From an optimization exercise on the open Yosys and OpenROAD flow, aimed at small area; shortcuts taken in it are not production practice.
The RTL was checked by simulation tests, not by an equivalence proof against the original design.
No activity file was given, so power comes from the tool's default toggle rates.

$ cat flow/run.sh
#!/bin/bash
# synth_recipe.tcl (not shown) runs the flow's synth.tcl, then flattens the netlist and writes it again
# the make line also repeats each setting of config.mk as NAME=value (left out here)
make -C /OpenROAD-flow-scripts/flow DESIGN_CONFIG=/design/flow/config.mk WORK_HOME=/design/flow/orfs CLKGATE_MAP_FILE= SYNTH_SCRIPT=/design/flow/synth_recipe.tcl finish
$ cat flow/config.mk
export PLATFORM = sky130hd
export DESIGN_NAME = slink_engine
export DESIGN_NICKNAME = slink_engine
export VERILOG_FILES = /design/flow/design.v
export SDC_FILE = /design/flow/constraint.sdc
export NUM_CORES = 4
export LEC_CHECK = 0
export CAP_MARGIN = 20
export CORE_MARGIN = 2
export CORE_UTILIZATION = 40
export SLEW_MARGIN = 20
$ cat flow/constraint.sdc
create_clock -name core_clock -period 20.0 [get_ports {clk}]
set_input_delay 4.0000 -clock core_clock [delete_from_list [all_inputs] [get_ports {clk}]]
set_output_delay 4.0000 -clock core_clock [all_outputs]
set_load 0.01 [all_outputs]
$ cat flow/design.v
module slink_engine (
    input  wire         clk,
    input  wire         rst,           
    input  wire [31:0]  now,           
    input  wire         ev_valid,
    input  wire         ev_level,      
    input  wire [31:0]  ev_tick,
    input  wire         dec_en,
    input  wire         send_valid,
    input  wire [5:0]   send_len,
    input  wire [255:0] send_str,
    input  wire         hw_fail,
    output reg          tx,
    output reg          req_done,
    output reg  [1:0]   req_result,    
    output reg          send_ok,
    output reg          rx_byte_valid,
    output reg  [7:0]   rx_byte,
    output reg          rx_stray_valid,
    output reg  [2:0]   rx_stray_n,
    output reg          rx_frame_end
);
    localparam [31:0] T_DEBOUNCE  = 32'd100;
    localparam [31:0] T_IDLE      = 32'd21800;
    localparam [14:0] T_SYNC_MARK = 15'd2400;
    localparam [14:0] T_SPACE     = 15'd600;
    localparam [14:0] T_ONE_MARK  = 15'd1200;
    localparam [14:0] T_ZERO_MARK = 15'd600;
    localparam [14:0] T_GUARD     = 15'd20000;
    localparam [31:0] Q_DIV       = 32'd10;
    localparam [31:0] SAMPLE_MAX  = 32'd255;
    localparam [11:0] RAW_GAP     = 12'd2000;
    localparam [11:0] RAW_ONE     = 12'd900;
    localparam        FIFO_CAP    = 200;
    localparam        MAX_CHARS   = 32;
    localparam [1:0] RES_OK        = 2'd0;
    localparam [1:0] RES_MALFORMED = 2'd1;
    localparam [1:0] RES_BUSY      = 2'd2;
    localparam [1:0] TX_IDLE    = 2'd0;
    localparam [1:0] TX_PLAYING = 2'd1;
    localparam [1:0] TX_GUARD   = 2'd2;
    reg         halted;
    reg [31:0]  last_interrupt_tick;
    reg [31:0]  last_falling_edge_tick;
    reg [7:0]   current_byte;
    reg [3:0]   current_bit_count;
    reg         partial_frame;
    reg [7:0]   q_mem [0:FIFO_CAP-1];
    reg [7:0]   q_rd;
    reg [7:0]   q_wr;
    reg [7:0]   q_count;
    reg [1:0]   tx_state;
    reg         tx_mark;         
    reg [127:0] tx_bits;         
    reg [7:0]   tx_bits_left;
    reg [14:0]  tx_timer;        
    wire [31:0] idle_diff = now - last_falling_edge_tick;
    wire        bus_idle  = idle_diff > T_IDLE;
    function is_hex;
        input [7:0] c;
        begin
            is_hex = (c >= "0" && c <= "9") ||
                     (c >= "A" && c <= "F") ||
                     (c >= "a" && c <= "f");
        end
    endfunction
    function [3:0] hex_val;
        input [7:0] c;
        reg   [7:0] v;
        begin
            if (c >= "0" && c <= "9")
                v = c - "0";
            else if (c >= "A" && c <= "F")
                v = c - "A" + 8'd10;
            else
                v = c - "a" + 8'd10;
            hex_val = v[3:0];
        end
    endfunction
    reg         parse_ok;
    reg [127:0] parse_bytes;     
    integer     i;
    always @(*) begin
        parse_ok    = (send_len[0] == 1'b0) && (send_len <= MAX_CHARS);
        parse_bytes = 128'd0;
        for (i = 0; i < MAX_CHARS; i = i + 1) begin
            if (i < send_len) begin
                if (!is_hex(send_str[8*i +: 8]))
                    parse_ok = 1'b0;
                parse_bytes[127 - 4*i -: 4] = hex_val(send_str[8*i +: 8]);
            end
        end
    end
    wire [31:0] since_last_edge = ev_tick - last_interrupt_tick;
    wire        ev_accept       = ev_valid && (since_last_edge >= T_DEBOUNCE);
    wire [31:0] low_duration    = ev_tick - last_falling_edge_tick;
    wire [31:0] low_quot        = low_duration / Q_DIV;
    wire [7:0]  sample          = (low_quot > SAMPLE_MAX) ? SAMPLE_MAX[7:0] : low_quot[7:0];
    wire        q_push          = ev_accept && ev_level;
    wire        q_empty   = (q_count == 8'd0);
    wire [7:0]  q_head    = q_mem[q_rd];
    wire [11:0] raw       = q_head * 12'd10;
    wire        is_gap    = raw > RAW_GAP;
    wire        is_one    = raw > RAW_ONE;
    wire        dec_sample = dec_en && !q_empty;
    wire        dec_flush  = dec_en && q_empty && partial_frame && bus_idle;
    wire        q_pop      = dec_sample;
    reg  [7:0]  byte_with_bit;
    always @(*) begin
        byte_with_bit = current_byte;
        byte_with_bit[3'd7 - current_bit_count[2:0]] = is_one;
    end
    always @(posedge clk) begin
        if (rst) begin
            halted                 <= 1'b0;
            last_interrupt_tick    <= 32'd0;
            last_falling_edge_tick <= 32'd0;
            current_byte           <= 8'd0;
            current_bit_count      <= 4'd0;
            partial_frame          <= 1'b0;
            q_rd                   <= 8'd0;
            q_wr                   <= 8'd0;
            q_count                <= 8'd0;
            tx_state               <= TX_IDLE;
            tx_mark                <= 1'b0;
            tx_bits                <= 128'd0;
            tx_bits_left           <= 8'd0;
            tx_timer               <= 15'd0;
            tx                     <= 1'b0;
            req_done               <= 1'b0;
            req_result             <= RES_OK;
            send_ok                <= 1'b0;
            rx_byte_valid          <= 1'b0;
            rx_byte                <= 8'd0;
            rx_stray_valid         <= 1'b0;
            rx_stray_n             <= 3'd0;
            rx_frame_end           <= 1'b0;
        end else if (halted || hw_fail) begin
            halted         <= 1'b1;
            req_done       <= 1'b0;
            send_ok        <= 1'b0;
            rx_byte_valid  <= 1'b0;
            rx_stray_valid <= 1'b0;
            rx_frame_end   <= 1'b0;
        end else begin
            req_done       <= 1'b0;
            send_ok        <= 1'b0;
            rx_byte_valid  <= 1'b0;
            rx_stray_valid <= 1'b0;
            rx_frame_end   <= 1'b0;
            if (dec_sample) begin
                if (is_gap) begin
                    if (current_bit_count != 4'd0) begin
                        rx_stray_valid <= 1'b1;
                        rx_stray_n     <= current_bit_count[2:0];
                    end
                    current_bit_count <= 4'd0;
                    current_byte      <= 8'd0;
                end else begin
                    partial_frame <= 1'b1;
                    if (current_bit_count == 4'd7) begin
                        rx_byte_valid     <= 1'b1;
                        rx_byte           <= byte_with_bit;
                        current_byte      <= 8'd0;
                        current_bit_count <= 4'd0;
                    end else begin
                        current_byte      <= byte_with_bit;
                        current_bit_count <= current_bit_count + 4'd1;
                    end
                end
            end else if (dec_flush) begin
                if (current_bit_count != 4'd0) begin
                    rx_stray_valid <= 1'b1;
                    rx_stray_n     <= current_bit_count[2:0];
                end
                current_bit_count <= 4'd0;
                current_byte      <= 8'd0;
                rx_frame_end      <= 1'b1;
                partial_frame     <= 1'b0;
            end
            if (q_push)
                q_mem[q_wr] <= sample;
            if (q_push)
                q_wr <= (q_wr == FIFO_CAP - 1) ? 8'd0 : q_wr + 8'd1;
            if (q_pop || (q_push && q_count == FIFO_CAP))
                q_rd <= (q_rd == FIFO_CAP - 1) ? 8'd0 : q_rd + 8'd1;
            if (q_push && !q_pop && q_count != FIFO_CAP)
                q_count <= q_count + 8'd1;
            else if (q_pop && !q_push)
                q_count <= q_count - 8'd1;
            if (ev_accept) begin
                last_interrupt_tick <= ev_tick;
                if (!ev_level)
                    last_falling_edge_tick <= ev_tick;
            end
            if (send_valid) begin
                req_done <= 1'b1;
                if (!parse_ok) begin
                    req_result <= RES_MALFORMED;
                end else if (tx_state != TX_IDLE || !bus_idle) begin
                    req_result <= RES_BUSY;
                end else begin
                    req_result   <= RES_OK;
                    tx_state     <= TX_PLAYING;
                    tx_mark      <= 1'b1;
                    tx_bits      <= parse_bytes;
                    tx_bits_left <= {send_len[5:1], 3'b000};
                    tx_timer     <= T_SYNC_MARK - 15'd1;
                    tx           <= 1'b1;
                end
            end
            if (tx_state == TX_PLAYING) begin
                if (tx_timer != 15'd0) begin
                    tx_timer <= tx_timer - 15'd1;
                end else if (tx_mark) begin
                    tx_mark  <= 1'b0;
                    tx       <= 1'b0;
                    tx_timer <= T_SPACE - 15'd1;
                end else if (tx_bits_left == 8'd0) begin
                    tx_state <= TX_GUARD;
                    tx_timer <= T_GUARD - 15'd1;
                end else begin
                    tx_mark      <= 1'b1;
                    tx           <= 1'b1;
                    tx_timer     <= tx_bits[127] ? (T_ONE_MARK - 15'd1)
                                                 : (T_ZERO_MARK - 15'd1);
                    tx_bits      <= {tx_bits[126:0], 1'b0};
                    tx_bits_left <= tx_bits_left - 8'd1;
                end
            end else if (tx_state == TX_GUARD) begin
                if (tx_timer != 15'd0) begin
                    tx_timer <= tx_timer - 15'd1;
                end else begin
                    tx_state <= TX_IDLE;
                    send_ok  <= 1'b1;
                end
            end
        end
    end
endmodule
==> summary.txt <==
Floorplan
  • Core footprint: ~220000 um2
  • Die Width: 477.5 um
  • Rows: approximately 170
  • Starting Density: roughly 40%
  • Die Height: approximately 480 um
  • Ports: between 300 and 400
  • Die footprint: between 200000 and 250000 um2

Setup path
  • Cell mode on critical path: nor2_1
  • Crit-path max cell delay: just under 0.8 ns
  • Worst setup path start: ev_tick[0]
  • CP top delay family: compound AO/OA/AOI/OAI gates
  • Max FO, Critical Path: 60
  • Reg2Reg Launch Point: last_falling_edge_tick[0]
  • WP depth: between 40 and 50
  • WP buf/inv: 4
  • Crit path kind: primary input to flip-flop
  • Internal reg-to-reg setup slack: 5.87 ns
  • Arrival @ worst endpoint: 18.01 ns
  • CP max-delay cell: nor2_1
  • R2R depth: 43
  • RR Endpoint: q_mem[21][1]
  • CP Capture Type: flip-flop
  • CP endpoint: q_mem[21][1]
  • Worst Path Required: 20.54 ns
  • CP Launch Type: primary input

Yosys
  • Top post-synthesis cells by area: edfxtp_1 (54%), mux4_2 (13%), dfxtp_1 (6.3%)
  • Yosys warns: 1
  • Simple-Gate Fraction of Synth Area: about 8.4%
  • Adder-cell share of the synthesized area: about 3.6%
  • Most common cell in the synthesized netlist: edfxtp_1
  • Yosys cell types: 116
  • Area fraction in compound gates after synthesis: ~8.7%
  • Post-synth top area share: 53.57%
  • Synthesized area: between 80000 and 90000 um2
  • Sequential element share of the synthesized area: approximately three fifths
  • Syn Inst Count: between 6000 and 7000
  • Cell taking the most area after synthesis: edfxtp_1
  • Top_reg_cell synth: edfxtp_1
  • Mux share of post-synthesis cell area: approximately 15%
  • Most frequent cells after synthesis: edfxtp_1 (1600), nor2_1 (709), mux4_2 (521)
  • Yosys reg bits: between 1500 and 2000
  • FFs w/ async S/R, synth: 0%
  • Syn_area_per_cell: ~14 um2
  • Post-synthesis xor/xnor area fraction: approximately 2.1%
  • Number of synthesized flops with an enable pin: 1600
  • Main combinational cell family by area after synthesis: multiplexers
  • Syn Nets: about 7000

Pwr
  • Power Total: around 10 mW
  • Switching power: approximately 2.7 mW
  • Share of total power in the clock network: a little under two fifths
  • Worst vdd ir: around 0.12 mV
  • Internal power: between 7 and 8 mW
  • PD cells: approximately 95 nW/um2
  • Switching Fraction: ~28%
  • Gate power share: around 20%
  • Sequential share of power: 43.2%
  • Leakage: 37.38 nW

Global route
  • Largest net degree at the start of global routing: 201
  • GRT Util Overall: about a fifth
  • Initial antenna violation count: 10
  • Congestion Overflow GR: 0
  • Vias in the first global route: ~55000
  • Global-route wire length before repair: about 350000 um

Clocking
  • Post-cts repair resize count: 0
  • Clk Latency, worst-skew pair: approximately 0.84 ns
  • Clock buffer depth: 3
  • CTS tree: yes
  • Num CTS Buffers: between 150 and 200
  • Hold bufs inserted after CTS: 0
  • CTS root buf: clkbuf_16
  • CTS clk-pin slew, worst paths: approximately 0.060 ns
  • Setup Buffers After CTS: 0
  • H-Tree Depth: 4
  • Num Clock Sinks: 1883

Min path
  • Hold Crit Class: flip-flop to flip-flop

Run status
  • Status: timing/DRC/antenna clean

Timing
  • Setup_tns: 0 ns
  • Tmin final: 17.47 ns
  • Worst-Margin Slew: 1.201 ns
  • Tcrit/Tclk final: 87.36%
  • Worst Skew: roughly 0.047 ns
  • Fmax: about 57 MHz
  • Slew headroom: about 20%
  • RSZ-0062 raised after global routing: false
  • Final count of pins violating max slew: 0
  • Final worst slack: ~2.5 ns
  • Final setup violation count: 0
  • Endpoints failing hold: 0

Layout
  • Design Area, Final: 102800 um2
  • Area grow syn2layout: 14.64%
  • Layout cells sized above 1: between 10% and 20%
  • Fin util: between 40% and 50%
  • Nets@finish: approximately 7300

Detailed routing
  • Routed vias/inst: around 5.7
  • Routed via count: 55930
  • Routed WL: around 230000 um
  • Residual DRC: 0
  • Iter 0 DRT Violations: around 5100
  • Antenna Nets Post-Route: 0
  • Post-DR wirelength/cell: roughly 23 um
  • DRT Pass-1 Iters: 8

Place
  • Placed cell area: just under 100000 um2
  • DP HPWL: approximately 150000 um
  • Dpl ws: 1.964 ns
  • Final Wtd Congestion: 0.9000
  • IO Port Bufs: about 350

Run
  • Max Cap Violations: 0
==> worst min-delay path, delay by kind of cell (launching register included) <==
family / cells / cell delay [ns]
AND/OR/NAND/NOR: 1 / 0.06
AO/OA/AOI/OAI: 1 / 0.05
flip-flops: 1 / 0.32
==> power by group through the flow <==
stage,Combinational [mW],Sequential [mW],Clock (mW)
after floorplan,1.51,4.30,0
after global placement,1.89,4.31,0
after detailed placement,1.92,4.31,0
after CTS,1.93,4.23,3.67
after global routing,2.13,4.23,3.82
final,1.95,4.23,3.60
==> through the flow <==
| step | hold WS (ns) | cells |
|---|---|---|
| after CTS | 0.4700 | 9814 |
| after global placement | 0.4484 | 9457 |
| after global routing | 0.4908 | 9815 |
| after floorplan | 0.4420 | 6395 |
| after detailed placement | 0.4614 | 9460 |
| final | 0.4704 | 9820 |
==> worst min path at each step <==
stage	from	cells past startpoint	to	slack [ns]
floorplan	tx_bits[114]	2	tx_bits[114]	0.44
detailed placement	tx_bits[113]	2	tx_bits[113]	0.46
global placement	rx_byte[7]	2	rx_byte[7]	0.45
global route	tx	1	tx	0.49
finish	tx_bits[34]	2	tx_bits[34]	0.47
CTS	tx_bits[113]	2	tx_bits[113]	0.47
==> sequential cells by signal, summed over array words and instances (netlist names), 2 cells and up, named ones only <==
name,cells
q_rd,8
last_falling_edge_tick,32
rx_stray_n,3
tx_state,2
tx_bits,128
q_mem,1600
q_wr,8
current_byte,8
req_result,2
q_count,8
tx_bits_left,8
current_bit_count,4
rx_byte,8
last_interrupt_tick,32
tx_timer,15
==> logic make-up (layout without fill, tap and decap cells) <==
family,count (synthesis),in the layout
DFF,1883,1883
and+or+nand+nor,1598,1598
AOI/OAI and AO/OA,1207,1207
muxes,684,684
buffers and inverters,558,1002
adders and majority gates,256,256
xor gates and xnor gates,209,209
other,0,6
==> area by class of cell <==
cell class                      count  area [um2]
Antenna cell                        6       15.01
Timing Repair Buffer              426        4205
Tap cell                         2975        3722
Inverter                          222       833.3
Multi-Input combinational cell   3954       33980
Clock inverter                    108        1146
Clock buffer                      246        5195
Sequential cell                  1883       53730
Fill cell                       19450      119700
==> cells in the final DEF (no fill, tap or decap), drive strengths merged, types with 246 or more instances in the layout <==
| cell type | count |
|---|---|
| o21ai | 318 |
| edfxtp | 1600 |
| clkbuf | 246 |
| nor2 | 709 |
| dfxtp | 283 |
| clkdlybuf4s50 | 350 |
| a21oi | 313 |
| nand2 | 347 |
| mux4 | 521 |
| ha | 250 |
==> metal layers <==
metal / vias to the layer above / share of wire (%) / GRT usage, % / routed length (um)
met1: 28370 / 44 / 27.68 / 101800
met2: 1828 / 47 / 31.68 / 107900
met3: 301 / 6.6 / 3.613 / 15130
met4: 8 / 2.1 / 4.742 / 4901
li1: 25420 / - / - / -
met5: - / 0.018 / 0 / 42

## what the ideal ports hide
The flow's constraints put no driver on any port. The routed layout listed below was extracted and timed again, unchanged, in two steps.
Step 1 (the two cells are an assumption about what drives the block):
set clk [get_ports {clk}]
set_driving_cell -lib_cell sky130_fd_sc_hd__clkbuf_16 $clk
set_driving_cell -lib_cell sky130_fd_sc_hd__buf_2 [delete_from_list [all_inputs] $clk]
Step 2, shift: input delay + t, output delay - t, t = (earliest + latest rising clock arrival at the registers) / 2. This alone moves slack from input paths to output paths.
a / b / c = ideal ports / drivers / drivers and shift; a / b = the first two.
t (ns): 0.893
setup slack, ns: 2.528 / 2.579 / 1.686
worst setup path after step 2: input to register
clock arrival spread, ns: 0.046 / 0.047
cell pins on the clock port's net: 1
After both steps setup and hold are still met in this run. For this run, drivers alone change the setup slack by +0.051 ns; drivers and shift together by -0.842 ns.
